Context: an optimization exercise on an open-source flow, tuned for a short achievable clock period. The choices shown serve that exercise and are no tape-out recipe.
Function was checked by simulation only, so behaviour that the tests miss may differ from the original.
No activity file was given, so power comes from the tool's default toggle rates.

$ cat design/flow/run.sh
#!/bin/bash
# synth_recipe.tcl (not shown) runs the flow's synth.tcl, then flattens the netlist and writes it again
# the make line also repeats each setting of config.mk as NAME=value (left out here)
make -C /OpenROAD-flow-scripts/flow DESIGN_CONFIG=/design/flow/config.mk WORK_HOME=/design/flow/orfs CLKGATE_MAP_FILE= SYNTH_SCRIPT=/design/flow/synth_recipe.tcl finish
$ cat design/flow/config.mk
export PLATFORM = sky130hd
export DESIGN_NAME = rcl57_scan_engine
export DESIGN_NICKNAME = rcl57_scan_engine
export VERILOG_FILES = /design/flow/design.v
export SDC_FILE = /design/flow/constraint.sdc
export NUM_CORES = 4
export LEC_CHECK = 0
export CAP_MARGIN = 20
export CORE_MARGIN = 2
export CORE_UTILIZATION = 40
export SLEW_MARGIN = 20
$ cat design/flow/constraint.sdc
create_clock -name core_clock -period 7.5 [get_ports {clk}]
set_input_delay 1.5000 -clock core_clock [delete_from_list [all_inputs] [get_ports {clk}]]
set_output_delay 1.5000 -clock core_clock [all_outputs]
set_load 0.01 [all_outputs]
$ cat design/flow/design.v
module rcl57_scan_engine (
    input  wire        clk,
    input  wire        rst,           
    input  wire        tick,          
    input  wire        host_we,       
    input  wire [7:0]  host_addr,
    input  wire [7:0]  host_wdata,
    output reg  [7:0]  host_rdata,    
    input  wire [4:0]  col_in,        
    output reg  [7:0]  seg_en,        
    output reg  [15:0] drv_sr,        
    output reg  [15:0] drv_out,       
    output reg         ddl,           
    output reg         trate          
);
    localparam integer SEG_DP = 0;
    localparam integer SEG_D  = 4;
    localparam integer SEG_G  = 7;
    localparam integer SEGMENT_TICKS      = 4;
    localparam integer IDLE_THRESHOLD     = 16;
    localparam integer PSAVE_IDLE_POLLS   = 10;
    localparam integer PSAVE_BLINK_CYCLES = 3;
    localparam integer DEBOUNCE_TICKS     = 6;
    localparam [7:0] SC_FAULT  = 8'hFE;
    localparam [7:0] SC_CONFIG = 8'hFF;
    localparam POINT_UNDER_BLANK = 1'b1;
    localparam SD_MASK_D         = 1'b0;
    localparam integer PH_W = $clog2(SEGMENT_TICKS);
    localparam [1:0] SEQ_IDLE = 2'd0, SEQ_LATCH = 2'd1, SEQ_SETTLE = 2'd2, SEQ_DONE = 2'd3;
    localparam [1:0] MODE_NONE = 2'd0, MODE_FULL = 2'd1, MODE_SINGLE = 2'd2;
    localparam [1:0] OP_NONE = 2'd0, OP_SCAN = 2'd1, OP_SCAN1 = 2'd2, OP_PSAVE = 2'd3;
    localparam [2:0] PM_ACTIVE = 3'd0, PM_IDLE_COUNTING = 3'd1, PM_PS_POLL = 3'd2,
                     PM_PS_BLINK = 3'd3, PM_DEBOUNCE = 3'd4;
    function [8:0] segtab;    
        input [4:0] c;
        begin
            case (c)
                5'd0:  segtab = {1'b1, 8'h7E};
                5'd1:  segtab = {1'b1, 8'h0C};
                5'd2:  segtab = {1'b1, 8'hB6};
                5'd3:  segtab = {1'b1, 8'h9E};
                5'd4:  segtab = {1'b1, 8'hCC};
                5'd5:  segtab = {1'b1, 8'hDA};
                5'd6:  segtab = {1'b1, 8'hFA};
                5'd7:  segtab = {1'b1, 8'h0E};
                5'd8:  segtab = {1'b1, 8'hFE};
                5'd9:  segtab = {1'b1, 8'hDE};
                5'd10: segtab = {1'b1, 8'hEE};   
                5'd11: segtab = {1'b1, 8'hF8};   
                5'd12: segtab = {1'b1, 8'h72};   
                5'd13: segtab = {1'b1, 8'hBC};   
                5'd14: segtab = {1'b1, 8'hF2};   
                5'd15: segtab = {1'b1, 8'hE2};   
                5'd16: segtab = {1'b1, 8'hEC};   
                5'd17: segtab = {1'b1, 8'h70};   
                5'd18: segtab = {1'b1, 8'hE6};   
                5'd19: segtab = {1'b1, 8'hA0};   
                5'd20: segtab = {1'b1, 8'h7C};   
                5'd21: segtab = {1'b1, 8'hA8};   
                5'd22: segtab = {1'b1, 8'hB8};   
                5'd29: segtab = {1'b1, 8'h01};   
                5'd30: segtab = {1'b1, 8'h80};   
                5'd31: segtab = {1'b1, 8'h00};   
                default: segtab = {1'b0, 8'h00};  
            endcase
        end
    endfunction
    function lookup;
        input [7:0] c;
        input [2:0] s;
        reg [8:0] t;
        begin
            t = segtab(c[4:0]);
            if (c > 8'd31 || !t[8])
                lookup = 1'b0;
            else
                lookup = t[s];
        end
    endfunction
    function [4:0] eff;
        input [7:0] d;
        input [2:0] m;    
        begin
            if (m[0])
                eff = 5'd31;
            else if (m[1])
                eff = 5'd30;
            else if (d > 8'd31)
                eff = 5'd31;
            else
                eff = d[4:0];
        end
    endfunction
    function [7:0] char_to_code;
        input [7:0] a;
        begin
            if (a >= 8'h30 && a <= 8'h39) char_to_code = a - 8'h30;
            else case (a)
                8'h2E: char_to_code = 8'd29;
                8'h2D: char_to_code = 8'd30;
                8'h20: char_to_code = 8'd31;
                8'h41: char_to_code = 8'd10;   
                8'h62: char_to_code = 8'd11;   
                8'h43: char_to_code = 8'd12;   
                8'h64: char_to_code = 8'd13;   
                8'h45: char_to_code = 8'd14;   
                8'h46: char_to_code = 8'd15;   
                8'h48: char_to_code = 8'd16;   
                8'h4C: char_to_code = 8'd17;   
                8'h50: char_to_code = 8'd18;   
                8'h72: char_to_code = 8'd19;   
                8'h55: char_to_code = 8'd20;   
                8'h6E: char_to_code = 8'd21;   
                8'h6F: char_to_code = 8'd22;   
                default: char_to_code = 8'd31;
            endcase
        end
    endfunction
    function [7:0] code_to_char;
        input [7:0] c;
        begin
            if (c <= 8'd9) code_to_char = 8'h30 + c;
            else case (c)
                8'd29: code_to_char = 8'h2E;
                8'd30: code_to_char = 8'h2D;
                8'd10: code_to_char = 8'h41;
                8'd11: code_to_char = 8'h62;
                8'd12: code_to_char = 8'h43;
                8'd13: code_to_char = 8'h64;
                8'd14: code_to_char = 8'h45;
                8'd15: code_to_char = 8'h46;
                8'd16: code_to_char = 8'h48;
                8'd17: code_to_char = 8'h4C;
                8'd18: code_to_char = 8'h50;
                8'd19: code_to_char = 8'h72;
                8'd20: code_to_char = 8'h55;
                8'd21: code_to_char = 8'h6E;
                8'd22: code_to_char = 8'h6F;
                default: code_to_char = 8'h20;
            endcase
        end
    endfunction
    function [7:0] decode;
        input [2:0] s;
        input [4:0] cols;
        reg [3:0] col;
        begin
            if      (cols[0]) col = 4'd1;
            else if (cols[1]) col = 4'd2;
            else if (cols[2]) col = 4'd3;
            else if (cols[3]) col = 4'd4;
            else              col = 4'd5;
            if (cols == 5'b00000)
                decode = 8'h00;
            else
                decode = {({1'b0, s} + 4'd1), col};
        end
    endfunction
    function legal;
        input [15:0] w;
        begin
            legal = ((w & 16'hF800) == 16'h1000) ||    
                    ((w & 16'hFF00) == 16'h2000) ||    
                    ((w & 16'hFF00) == 16'h3000) ||    
                    ((w & 16'hF8FF) == 16'h4000) ||    
                    ((w & 16'hF8FF) == 16'h5000) ||    
                    ((w & 16'hF8E0) == 16'h6000) ||    
                    (w == 16'h7000) ||                 
                    ((w & 16'hFF00) == 16'h8000) ||    
                    (w == 16'h9000) ||                 
                    (w == 16'hA000) ||                 
                    (w == 16'hB000);                   
        end
    endfunction
    reg  [7:0]  dbuf [0:15];
    reg  [2:0]  mbuf [0:11];
    reg  [1:0]  seq;
    reg  [1:0]  seq_mode;
    reg  [2:0]  seg_idx;
    reg  [PH_W-1:0] ph_tick;
    reg  [7:0]  sd_code;
    reg  [39:0] raw;           
    reg  [7:0]  sc_acc;
    reg  [15:0] result;
    reg         st_cfg;
    reg  [1:0]  errcode;
    reg  [2:0]  pm;
    reg  [15:0] idle_cnt;
    reg  [15:0] poll_cnt;
    reg  [15:0] blink_cnt;
    reg  [15:0] deb_cnt;
    reg  [7:0]  cmd_imm;
    reg  [7:0]  cmd_op;
    reg  [1:0]  cur_op;
    reg         pend_valid;
    reg  [15:0] pend_word;
    function seg_on;
        input [7:0] d;
        input [2:0] m;
        input [2:0] s;
        begin
            seg_on = lookup({3'b000, eff(d, m)}, s) |
                     ((s == SEG_DP) && m[2] && (POINT_UNDER_BLANK || !m[0]));
        end
    endfunction
    reg [11:0] digseg_cmd;     
    reg [15:0] outseg_cmd;     
    reg [15:0] outseg_next;    
    reg [15:0] outseg_zero;    
    reg [2:0]  cmd_s;
    reg [2:0]  next_s;
    integer i;
    always @* begin
        digseg_cmd  = 12'd0;
        outseg_cmd  = 16'd0;
        outseg_next = 16'd0;
        outseg_zero = 16'd0;
        for (i = 0; i < 12; i = i + 1) begin
            digseg_cmd[i]       = seg_on(dbuf[i], mbuf[i], cmd_s);
            outseg_cmd[15 - i]  = seg_on(dbuf[i], mbuf[i], cmd_s);
            outseg_next[15 - i] = seg_on(dbuf[i], mbuf[i], next_s);
            outseg_zero[15 - i] = seg_on(dbuf[i], mbuf[i], 3'd0);
        end
        if (cmd_s == SEG_DP)  outseg_cmd[15 - 0]  = 1'b0;
        if (cmd_s == SEG_D)   outseg_cmd[15 - 11] = 1'b0;
        if (next_s == SEG_DP) outseg_next[15 - 0]  = 1'b0;
        if (next_s == SEG_D)  outseg_next[15 - 11] = 1'b0;
        outseg_zero[15 - 0] = 1'b0;
    end
    reg  [7:0]  n_seg_en;
    reg  [15:0] n_sr, n_out;
    reg         n_ddl, n_trate;
    reg  [1:0]  n_seq, n_seq_mode;
    reg  [2:0]  n_seg_idx;
    reg  [PH_W-1:0] n_ph_tick;
    reg  [7:0]  n_sd_code;
    reg  [39:0] n_raw;
    reg  [7:0]  n_sc_acc;
    reg  [15:0] n_result;
    reg         n_st_cfg;
    reg  [1:0]  n_errcode;
    reg  [2:0]  n_pm;
    reg  [15:0] n_idle_cnt, n_poll_cnt, n_blink_cnt, n_deb_cnt;
    reg  [7:0]  n_cmd_imm, n_cmd_op;
    reg  [1:0]  n_cur_op;
    reg         n_pend_valid;
    reg  [15:0] n_pend_word;
    reg         do_exec;       
    reg  [15:0] exec_w;
    reg         cyc_end;       
    reg         cmd_end;       
    reg  [7:0]  contrib;
    reg  [7:0]  r;
    reg         cfg;
    reg         poll_active;
    wire [15:0] host_w = {host_wdata, cmd_imm};
    always @* begin
        n_seg_en     = seg_en;
        n_sr         = drv_sr;
        n_out        = drv_out;
        n_ddl        = ddl;
        n_trate      = trate;
        n_seq        = seq;
        n_seq_mode   = seq_mode;
        n_seg_idx    = seg_idx;
        n_ph_tick    = ph_tick;
        n_sd_code    = sd_code;
        n_raw        = raw;
        n_sc_acc     = sc_acc;
        n_result     = result;
        n_st_cfg     = st_cfg;
        n_errcode    = errcode;
        n_pm         = pm;
        n_idle_cnt   = idle_cnt;
        n_poll_cnt   = poll_cnt;
        n_blink_cnt  = blink_cnt;
        n_deb_cnt    = deb_cnt;
        n_cmd_imm    = cmd_imm;
        n_cmd_op     = cmd_op;
        n_cur_op     = cur_op;
        n_pend_valid = pend_valid;
        n_pend_word  = pend_word;
        do_exec     = 1'b0;
        exec_w      = host_w;
        cyc_end     = 1'b0;
        cmd_end     = 1'b0;
        contrib     = 8'h00;
        r           = 8'h00;
        cfg         = 1'b0;
        poll_active = (col_in != 5'b00000);
        next_s      = seg_idx + 3'd1;
        if (host_we) begin
            if (host_addr == 8'h20)
                n_cmd_imm = host_wdata;
            if (host_addr == 8'h21) begin
                n_cmd_op = host_wdata;
                if (!legal(host_w)) begin
                    n_errcode = 2'd1;
                end else if (cur_op != OP_NONE) begin
                    if (pend_valid) begin
                        n_errcode = 2'd2;
                    end else begin
                        n_pend_word  = host_w;
                        n_pend_valid = 1'b1;
                        n_errcode    = 2'd0;
                    end
                end else begin
                    n_errcode = 2'd0;
                    do_exec   = 1'b1;
                    exec_w    = host_w;
                end
            end
        end else if (tick) begin
            if (cur_op == OP_PSAVE && pm == PM_PS_POLL) begin
                if (poll_active) begin
                    n_trate   = 1'b0;
                    n_ddl     = 1'b0;
                    n_seg_en  = 8'hFF;
                    n_pm      = PM_DEBOUNCE;
                    n_deb_cnt = 16'd0;
                end else begin
                    n_poll_cnt = poll_cnt + 16'd1;
                    if (n_poll_cnt == PSAVE_IDLE_POLLS) begin
                        n_seg_en    = 8'h00;
                        n_trate     = 1'b0;
                        n_blink_cnt = 16'd0;
                        n_pm        = PM_PS_BLINK;
                        n_seq_mode = MODE_SINGLE;
                        n_sd_code  = 8'd29;
                        n_seg_idx  = 3'd0;
                        n_ph_tick  = {PH_W{1'b0}};
                        n_sc_acc   = 8'h00;
                        n_ddl      = 1'b0;
                        n_sr       = 16'h0000;
                        n_seq      = SEQ_LATCH;
                    end
                end
            end else if (cur_op == OP_PSAVE && pm == PM_DEBOUNCE) begin
                if (!poll_active) begin
                    cmd_end = 1'b1;
                end else begin
                    n_deb_cnt = deb_cnt + 16'd1;
                    if (n_deb_cnt == DEBOUNCE_TICKS)
                        cmd_end = 1'b1;
                end
                if (cmd_end) begin
                    n_seg_en   = 8'h00;
                    n_pm       = PM_ACTIVE;
                    n_idle_cnt = 16'd0;
                    n_result   = 16'h0000;
                end
            end else if (seq != SEQ_IDLE) begin
                case (seq)
                    SEQ_LATCH: begin
                        n_out = drv_sr;
                        if (seq_mode == MODE_SINGLE)
                            n_ddl = lookup(sd_code, seg_idx) & ~(SD_MASK_D && seg_idx == SEG_D);
                        n_seg_en  = 8'd1 << seg_idx;
                        n_ph_tick = 1;
                        n_seq     = SEQ_SETTLE;
                    end
                    SEQ_SETTLE: begin
                        if (ph_tick < SEGMENT_TICKS - 1) begin
                            n_ph_tick = ph_tick + 1'b1;
                        end else begin
                            n_raw[5*seg_idx +: 5] = col_in;
                            contrib = decode(seg_idx, col_in);
                            if (sc_acc == 8'h00)
                                n_sc_acc = contrib;
                            if (seg_idx < 3'd7) begin
                                n_sr      = (seq_mode == MODE_FULL) ? outseg_next : 16'h0000;
                                n_seg_idx = seg_idx + 3'd1;
                                n_seq     = SEQ_LATCH;
                            end else begin
                                n_sr  = 16'h0000;
                                n_seq = SEQ_DONE;
                            end
                        end
                    end
                    default: begin    
                        cyc_end    = 1'b1;
                        n_seg_en   = 8'h00;
                        n_out      = drv_sr;
                        n_ddl      = 1'b0;
                        if (raw[4:0] == 5'b10001) begin
                            r   = SC_CONFIG;
                            cfg = 1'b1;
                        end else begin
                            r   = sc_acc;
                            cfg = 1'b0;
                        end
                        n_seq      = SEQ_IDLE;
                        n_seq_mode = MODE_NONE;
                        n_seg_idx  = 3'd0;
                        n_ph_tick  = {PH_W{1'b0}};
                        if (cur_op == OP_SCAN || cur_op == OP_SCAN1) begin
                            n_result = {8'h00, r};
                            n_st_cfg = cfg;
                            cmd_end  = 1'b1;
                        end else begin
                            if (r != 8'h00) begin
                                n_trate   = 1'b0;
                                n_ddl     = 1'b0;
                                n_seg_en  = 8'hFF;
                                n_pm      = PM_DEBOUNCE;
                                n_deb_cnt = 16'd0;
                            end else begin
                                n_blink_cnt = blink_cnt + 16'd1;
                                if (n_blink_cnt == PSAVE_BLINK_CYCLES) begin
                                    n_pm       = PM_PS_POLL;
                                    n_poll_cnt = 16'd0;
                                    n_trate    = 1'b1;
                                    n_seg_en   = 8'hFF;
                                end else begin
                                    n_seq_mode = MODE_SINGLE;
                                    n_sd_code  = 8'd29;
                                    n_seg_idx  = 3'd0;
                                    n_ph_tick  = {PH_W{1'b0}};
                                    n_sc_acc   = 8'h00;
                                    n_seg_en   = 8'h00;
                                    n_ddl      = 1'b0;
                                    n_sr       = 16'h0000;
                                    n_seq      = SEQ_LATCH;
                                end
                            end
                        end
                    end
                endcase
            end
            if (cmd_end) begin
                n_cur_op = OP_NONE;
                if (pend_valid) begin
                    n_pend_valid = 1'b0;
                    do_exec      = 1'b1;
                    exec_w       = pend_word;
                end
            end
        end
        cmd_s = exec_w[10:8];
        if (do_exec) begin
            case (exec_w[15:12])
                4'h1: n_result = {15'd0, lookup(exec_w[7:0], cmd_s)};      
                4'h2: n_result = {8'd0, char_to_code(exec_w[7:0])};         
                4'h3: n_result = {8'd0, code_to_char(exec_w[7:0])};         
                4'h4: n_result = {4'd0, digseg_cmd};                        
                4'h5: n_result = outseg_cmd;                                
                4'h6: n_result = {8'd0, decode(cmd_s, exec_w[4:0])};        
                4'h7: begin                                                 
                    n_cur_op   = OP_SCAN;
                    n_seq_mode = MODE_FULL;
                    n_seg_idx  = 3'd0;
                    n_ph_tick  = {PH_W{1'b0}};
                    n_sc_acc   = 8'h00;
                    n_seg_en   = 8'h00;
                    n_sr       = outseg_zero;
                    n_seq      = SEQ_LATCH;
                end
                4'h8: begin                                                 
                    n_cur_op   = OP_SCAN1;
                    n_seq_mode = MODE_SINGLE;
                    n_sd_code  = exec_w[7:0];
                    n_seg_idx  = 3'd0;
                    n_ph_tick  = {PH_W{1'b0}};
                    n_sc_acc   = 8'h00;
                    n_seg_en   = 8'h00;
                    n_ddl      = 1'b0;
                    n_sr       = 16'h0000;
                    n_seq      = SEQ_LATCH;
                end
                4'h9: begin                                                 
                    n_cur_op   = OP_PSAVE;
                    n_pm       = PM_PS_POLL;
                    n_ddl      = 1'b0;
                    n_sr       = 16'h0000;
                    n_out      = 16'h0000;
                    n_trate    = 1'b1;
                    n_seg_en   = 8'hFF;
                    n_poll_cnt = 16'd0;
                end
                4'hA: begin                                                 
                    if (n_idle_cnt != 16'hFFFF)
                        n_idle_cnt = n_idle_cnt + 16'd1;
                    if (n_pm == PM_ACTIVE)
                        n_pm = PM_IDLE_COUNTING;
                    n_result = n_idle_cnt;
                end
                4'hB: begin                                                 
                    n_idle_cnt = 16'd0;
                    n_pm       = PM_ACTIVE;
                    n_result   = 16'd0;
                end
                default: ;
            endcase
        end
    end
    always @(posedge clk) begin
        if (host_we && host_addr <= 8'h0F)
            dbuf[host_addr[3:0]] <= host_wdata;
        if (host_we && host_addr >= 8'h10 && host_addr <= 8'h1B)
            mbuf[host_addr[3:0]] <= host_wdata[2:0];
    end
    always @(posedge clk) begin
        if (rst) begin
            seg_en     <= 8'h00;
            drv_sr     <= 16'h0000;
            drv_out    <= 16'h0000;
            ddl        <= 1'b0;
            trate      <= 1'b0;
            seq        <= SEQ_IDLE;
            seq_mode   <= MODE_NONE;
            seg_idx    <= 3'd0;
            ph_tick    <= {PH_W{1'b0}};
            sd_code    <= 8'h1F;
            raw        <= 40'd0;
            sc_acc     <= 8'h00;
            result     <= 16'h0000;
            st_cfg     <= 1'b0;
            errcode    <= 2'd0;
            pm         <= PM_ACTIVE;
            idle_cnt   <= 16'h0000;
            poll_cnt   <= 16'h0000;
            blink_cnt  <= 16'h0000;
            deb_cnt    <= 16'h0000;
            cmd_imm    <= 8'h00;
            cmd_op     <= 8'h00;
            cur_op     <= OP_NONE;
            pend_valid <= 1'b0;
            pend_word  <= 16'h0000;
        end else begin
            seg_en     <= n_seg_en;
            drv_sr     <= n_sr;
            drv_out    <= n_out;
            ddl        <= n_ddl;
            trate      <= n_trate;
            seq        <= n_seq;
            seq_mode   <= n_seq_mode;
            seg_idx    <= n_seg_idx;
            ph_tick    <= n_ph_tick;
            sd_code    <= n_sd_code;
            raw        <= n_raw;
            sc_acc     <= n_sc_acc;
            result     <= n_result;
            st_cfg     <= n_st_cfg;
            errcode    <= n_errcode;
            pm         <= n_pm;
            idle_cnt   <= n_idle_cnt;
            poll_cnt   <= n_poll_cnt;
            blink_cnt  <= n_blink_cnt;
            deb_cnt    <= n_deb_cnt;
            cmd_imm    <= n_cmd_imm;
            cmd_op     <= n_cmd_op;
            cur_op     <= n_cur_op;
            pend_valid <= n_pend_valid;
            pend_word  <= n_pend_word;
        end
    end
    wire [7:0] status = {2'b00, 1'b0  , (idle_cnt >= IDLE_THRESHOLD),
                         st_cfg, (errcode != 2'd0), pend_valid, (cur_op != OP_NONE)};
    reg  [7:0] rd;
    always @* begin
        rd = 8'h00;
        if (host_addr <= 8'h0F)
            rd = dbuf[host_addr[3:0]];
        else if (host_addr <= 8'h1B)
            rd = {5'd0, mbuf[host_addr[3:0]]};
        else if (host_addr >= 8'h30 && host_addr <= 8'h37)
            rd = {3'd0, raw[5*host_addr[2:0] +: 5]};
        else case (host_addr)
            8'h20: rd = cmd_imm;
            8'h21: rd = cmd_op;
            8'h22: rd = status;
            8'h23: rd = {6'd0, errcode};
            8'h24: rd = result[7:0];
            8'h25: rd = result[15:8];
            8'h26: rd = {5'd0, pm};
            8'h28: rd = idle_cnt[7:0];
            8'h29: rd = idle_cnt[15:8];
            8'h38: rd = drv_out[7:0];
            8'h39: rd = drv_out[15:8];
            8'h3A: rd = drv_sr[7:0];
            8'h3B: rd = drv_sr[15:8];
            8'h3C: rd = seg_en;
            8'h3D: rd = {6'd0, trate, ddl};
            8'h3E: rd = {1'b0, seq_mode, seq, seg_idx};
            default: rd = 8'h00;
        endcase
    end
    always @(posedge clk) begin
        if (rst)
            host_rdata <= 8'h00;
        else
            host_rdata <= rd;
    end
endmodule
==> flow_summary_export.csv <==
group,metric,value,unit
worst_setup_path,cp_top_family,"simple AND/OR/NAND/NOR gates",
sta,hold_violations,0,
min_path,hold-path-cell-count,2,
sta,finClkSkew,0.0244,ns
synthesis,ys_seq_area_share,32.7,%
clocking,numCtsBuffers,48,
floorplan,die_h,283,µm
drt,drc,0,
worst_setup_path,cp_num_buf_inv,3,
worst_setup_path,crit_required,7.94,ns
worst_setup_path,end_kind,"flip-flop",
min_path,min_to,"sd_code[5]$_SDFF_PP0_",
worst_setup_path,timing.setup.critical_path_class,"in -> reg",
global_routing,grt_pass1_wl,184,mm
min_path,hold_start,"sd_code[5]$_SDFF_PP0_",
clocking,cts_setup_buffers,0,
finish,fin_nets,3763,
clocking,clkSinkCount,420,
floorplan,fp.dieW,283,µm
drt,wl_per_cell,26.9,µm
sta,clock.fmax,158,MHz
sta,maxSlewHeadroom,9.43,%
synthesis,async_flop_share,0,%
sta,finalCritPeriodShare,84.2,%
worst_setup_path,reg2reg_slack,1.61,ns
drt,dr.pass1.iters,9,
synthesis,synth_top_family_by_area,"compound AO/OA/AOI/OAI gates",
synthesis,synth.avg_cell_area,8.55,µm²
power,power_density,152,nW/µm²
power,switching_share,24.7,%
drt,avgViaCountPerCell,6.64,
worst_setup_path,regToRegEndpoint,"result[6]$_SDFF_PP0_",
worst_setup_path,arrival,6.75,ns
clocking,cts_tree,"done",
clocking,cts-root-buf,"clkbuf_16",
clocking,cts_buffer_depth,3,
sta,worstMarginPinSlew,1.35,ns
floorplan,die_area,80000,µm²
power,p_clk_share,47.2,%
sta,final.min_clock_period,6.32,ns
global_routing,grt_start_max_net_pins,71,
power,p_sw,1290,µW
placement,dp_hpwl,93.2,mm
synthesis,syn-cell-area,31100,µm²
clocking,clock_latency,0.61,ns
power,irDropWorstVdd,162,µV
synthesis,synthCells,3636,
synthesis,synth.mux.area_fraction,11.3,%
floorplan,initial_core_util,40.3,%
synthesis,synth_edf_count,176,
global_routing,antenna_found_initial,6,
synthesis,synth_fa_ha_area_share,5.55,%
clocking,cts-resized-gates,0,
clocking,hold_buffers,0,
synthesis,ys_ff_latch,420,
synthesis,synth_ff_type,"dfxtp_1",
worst_setup_path,critPathSlowestCell,"clkdlybuf4s50_1",
worst_setup_path,slowest_delay,0.63,ns
placement,routabilityCongestion,1.03,
power,leakage,0.0115,µW
outcome,status,"timing/DRC/antenna clean",
clocking,htree_levels,2,
sta,rsz0062_at_grt,"false",
drt,routed_wl,126,mm
worst_setup_path,path_cells,"clkdlybuf4s50_1 > nand2b_1 > nor4_4 > a32o_1 > a22oi_2 > buf_4 > mux2i_1 > inv_1 > ha_1 > nand2_1 > or2_2 > a211oi_1 > a211oi_1 > nor3_2 > nor2_1 > a22o_1 > a221oi_1 > a221oi_1",
floorplan,coreArea,77200,µm²
placement,port_buffers,74,
synthesis,synthDistinctLibCells,106,
min_path,hold_class,"reg -> reg",
power,combPwrFrac,6.8,%
sta,hold-worst-slack,0.461,ns
worst_setup_path,setup.worst_path.start_class,"primary input",
finish,num_antenna_cells,0,
sta,finalSetupViolCount,0,
sta,tns,0,ns
synthesis,synth_compound_area_share,23.3,%
drt,drtIter0Drc,4495,
global_routing,grt.total_usage,30.5,%
worst_setup_path,r2r.worst_path.cells,17,
finish,fillers,7597,
worst_setup_path,rr_startpoint,"seq[0]$_SDFF_PP0_",
synthesis,ys_warn_count,1,
worst_setup_path,cp_max_fo,14,
finish,area_growth,10.6,%
drt,drtAntennaViolNets,0,
floorplan,row_count,102,
global_routing,grt-ovfl-total,0,
power,seq_power_share,46.0,%
finish,drive_gt1_share,10.5,%
sta,drv_slew,0,
clocking,clkTransAtPathRegs,0.07,ns
power,p_int,3940,µW
drt,vias,31100,
synthesis,synth-simple-area-share,21.6,%
synthesis,synth_xor_area_share,0.704,%
global_routing,grt_pass1_vias,27900,
floorplan,io_pins,75,
flow_run,cap_violations,0,
-- state kept, by name (all words and copies together) (netlist names), 3 cells and up, named ones only --
| name | count |
|---|---|
| pm | 3 |
| poll_cnt | 16 |
| blink_cnt | 16 |
| dbuf | 128 |
| sd_code | 8 |
| pend_word | 15 |
| drv_out | 16 |
| cmd_op | 8 |
| mbuf | 48 |
| cmd_imm | 8 |
| raw | 40 |
| result | 16 |
| deb_cnt | 16 |
| seg_idx | 3 |
| idle_cnt | 16 |
| seg_en | 8 |
| sc_acc | 8 |
| host_rdata | 8 |
| drv_sr | 16 |
-- metal layers --
metal  up-vias  wire, µm  track usage [%]
met5         -        58                0
met4         8      5570             11.4
met3       297     15100             7.19
met2      2000     51500             44.0
met1     15000     53400             44.0
li1      13800         -                -
-- cell usage after synthesis, types with 12 or more instances --
master / instances / area (µm²)
buf_2: 28 / 140
nand3_1: 108 / 541
or4_1: 26 / 195
nor2b_1: 23 / 144
nor2_1: 449 / 1690
a41oi_1: 12 / 105
o21ai_0: 216 / 1080
nor4_1: 52 / 325
a21o_1: 18 / 135
a31oi_1: 52 / 325
o211ai_1: 36 / 270
clkbuf_1: 195 / 732
a211oi_1: 49 / 368
a311oi_1: 20 / 175
mux2_2: 21 / 236
buf_4: 18 / 135
and3_1: 38 / 238
o22ai_1: 31 / 194
o31ai_1: 34 / 255
nand3b_1: 21 / 158
nand2b_1: 29 / 181
edfxtp_1: 176 / 5290
xnor2_1: 14 / 123
o21a_1: 14 / 105
inv_1: 95 / 357
a22o_1: 13 / 114
nor3_1: 131 / 656
mux4_2: 110 / 2480
dfxtp_1: 244 / 4880
mux2i_1: 77 / 771
a21oi_1: 287 / 1440
ha_1: 138 / 1730
a221oi_1: 41 / 359
a22oi_1: 88 / 661
nand2_1: 317 / 1190
nand4_1: 37 / 231
or2_2: 29 / 181
and2_1: 17 / 106
or3_1: 63 / 394
-- final cells by class --
cell class              instances  area [µm²]  share of cell area (%)
inverters                     102         388                    1.13
well taps                    1040        1300                    3.78
flip-flops and latches        420       10200                    29.6
repair buffers                158        1360                    3.95
clock inverters                22         239                   0.695
multi-input cells            2870       19600                    56.8
clock buffers                  65        1390                    4.03
-- through the flow --
step | util (%) | instance area, µm² | power (µW) | worst slack, ns | instances
3_3_place_gp | 42.4 | 32700 | 2800 | 0.842 | 4590
5_1_grt | 44.6 | 34400 | 5340 | 0.956 | 4677
2_1_floorplan | - | 31100 | 2640 | 1.83 | 3647
6_report | 44.6 | 34400 | 5230 | 1.18 | 4677
4_1_cts | 44.5 | 34400 | 5240 | 1.39 | 4677
3_5_place_dp | 42.4 | 32800 | 2800 | 0.757 | 4590
-- cells in the final DEF, fill, tap and decap left out, types with 21 or more instances in the layout --
master           instances
nor4_1                  52
o22ai_1                 31
edfxtp_1               176
mux2i_1                 77
o21ai_0                216
or3_1                   63
clkdlybuf4s50_1         67
or2_2                   29
dfxtp_1                243
nor2b_1                 22
inv_1                   95
a22oi_1                 87
ha_1                   138
a21oi_1                287
o211ai_1                36
a221oi_1                41
clkbuf_16               50
a211oi_1                49
or4_1                   26
nand2b_1                29
a31oi_1                 52
mux2_2                  21
o31ai_1                 34
nor3_1                 126
nand4_1                 37
nand2_1                317
nand3_1                108
nand3b_1                21
buf_4                   85
and3_1                  38
mux4_2                 110
nor2_1                 449
-- power groups by stage --
stage | combinational (µW) | sequential, µW | clock (µW)
floorplan | 192 | 2450 | 0
global placement | 341 | 2460 | 0
detailed placement | 342 | 2460 | 0
CTS | 343 | 2410 | 2490
global route | 367 | 2410 | 2570
finish | 355 | 2410 | 2470
-- worst register-to-register path: stages, from the launching register on --
cell	delay, ns
dfxtp_1	0.45
inv_1	0.16
ha_1	0.76
inv_1	0.35
a32o_1	0.38
a22oi_2	0.18
buf_4	0.26
o221a_2	0.48
ha_1	0.45
nand2_1	0.16
or2_2	0.32
a211oi_1	0.22
a211oi_1	0.10
nor3_2	0.44
nor2_1	0.26
a22o_1	0.29
a221oi_1	0.31
a221oi_1	0.15
-- logic make-up (layout without fill, tap and decap cells) --
family	Yosys count	after routing
simple gates	1393	1393
compound gates	1092	1092
flops	420	420
buf+inv	357	347
mux	210	210
fa+ha+maj	138	138
xor+xnor	25	25
other cells	1	12
-- how the worst max path moves through the flow --
stage	depth (start not counted)	slack [ns]	to	startpoint
global route	17	0.96	result[6]$_SDFF_PP0_	host_we
global placement	17	0.84	result[6]$_SDFF_PP0_	host_we
floorplan	21	1.83	result[6]$_SDFF_PP0_	host_we
finish	18	1.18	result[6]$_SDFF_PP0_	host_we
detailed placement	17	0.76	result[6]$_SDFF_PP0_	host_we
CTS	17	1.39	result[6]$_SDFF_PP0_	host_we

## what the ideal ports hide
In the flow no input, the clock included, has a driving cell. The finished layout below was timed again as built, in two steps. Step 1 sets driving cells, clkbuf_16 on the clock port and buf_2 on the other inputs (assumed; they add their load-dependent delay and slew). Step 2 moves the port delays by t, midway between the first and last clock arrival at a register: inputs arrive t later, outputs are due t later. That takes back most of the time a late clock gives input paths. a / b / c = no drivers / after step 1 / after step 2; a / b = the first two.
t (ns): 0.663
slack for setup (ns): 1.182 / 1.227 / 0.564
worst hold slack (ns): 0.461 / 0.461 / 0.461
worst data-port slew with drivers (ns): 0.06
After both steps setup and hold are still met in this run. The setup slack of this run moves by +0.045 ns with the drivers and by -0.618 ns with both steps.
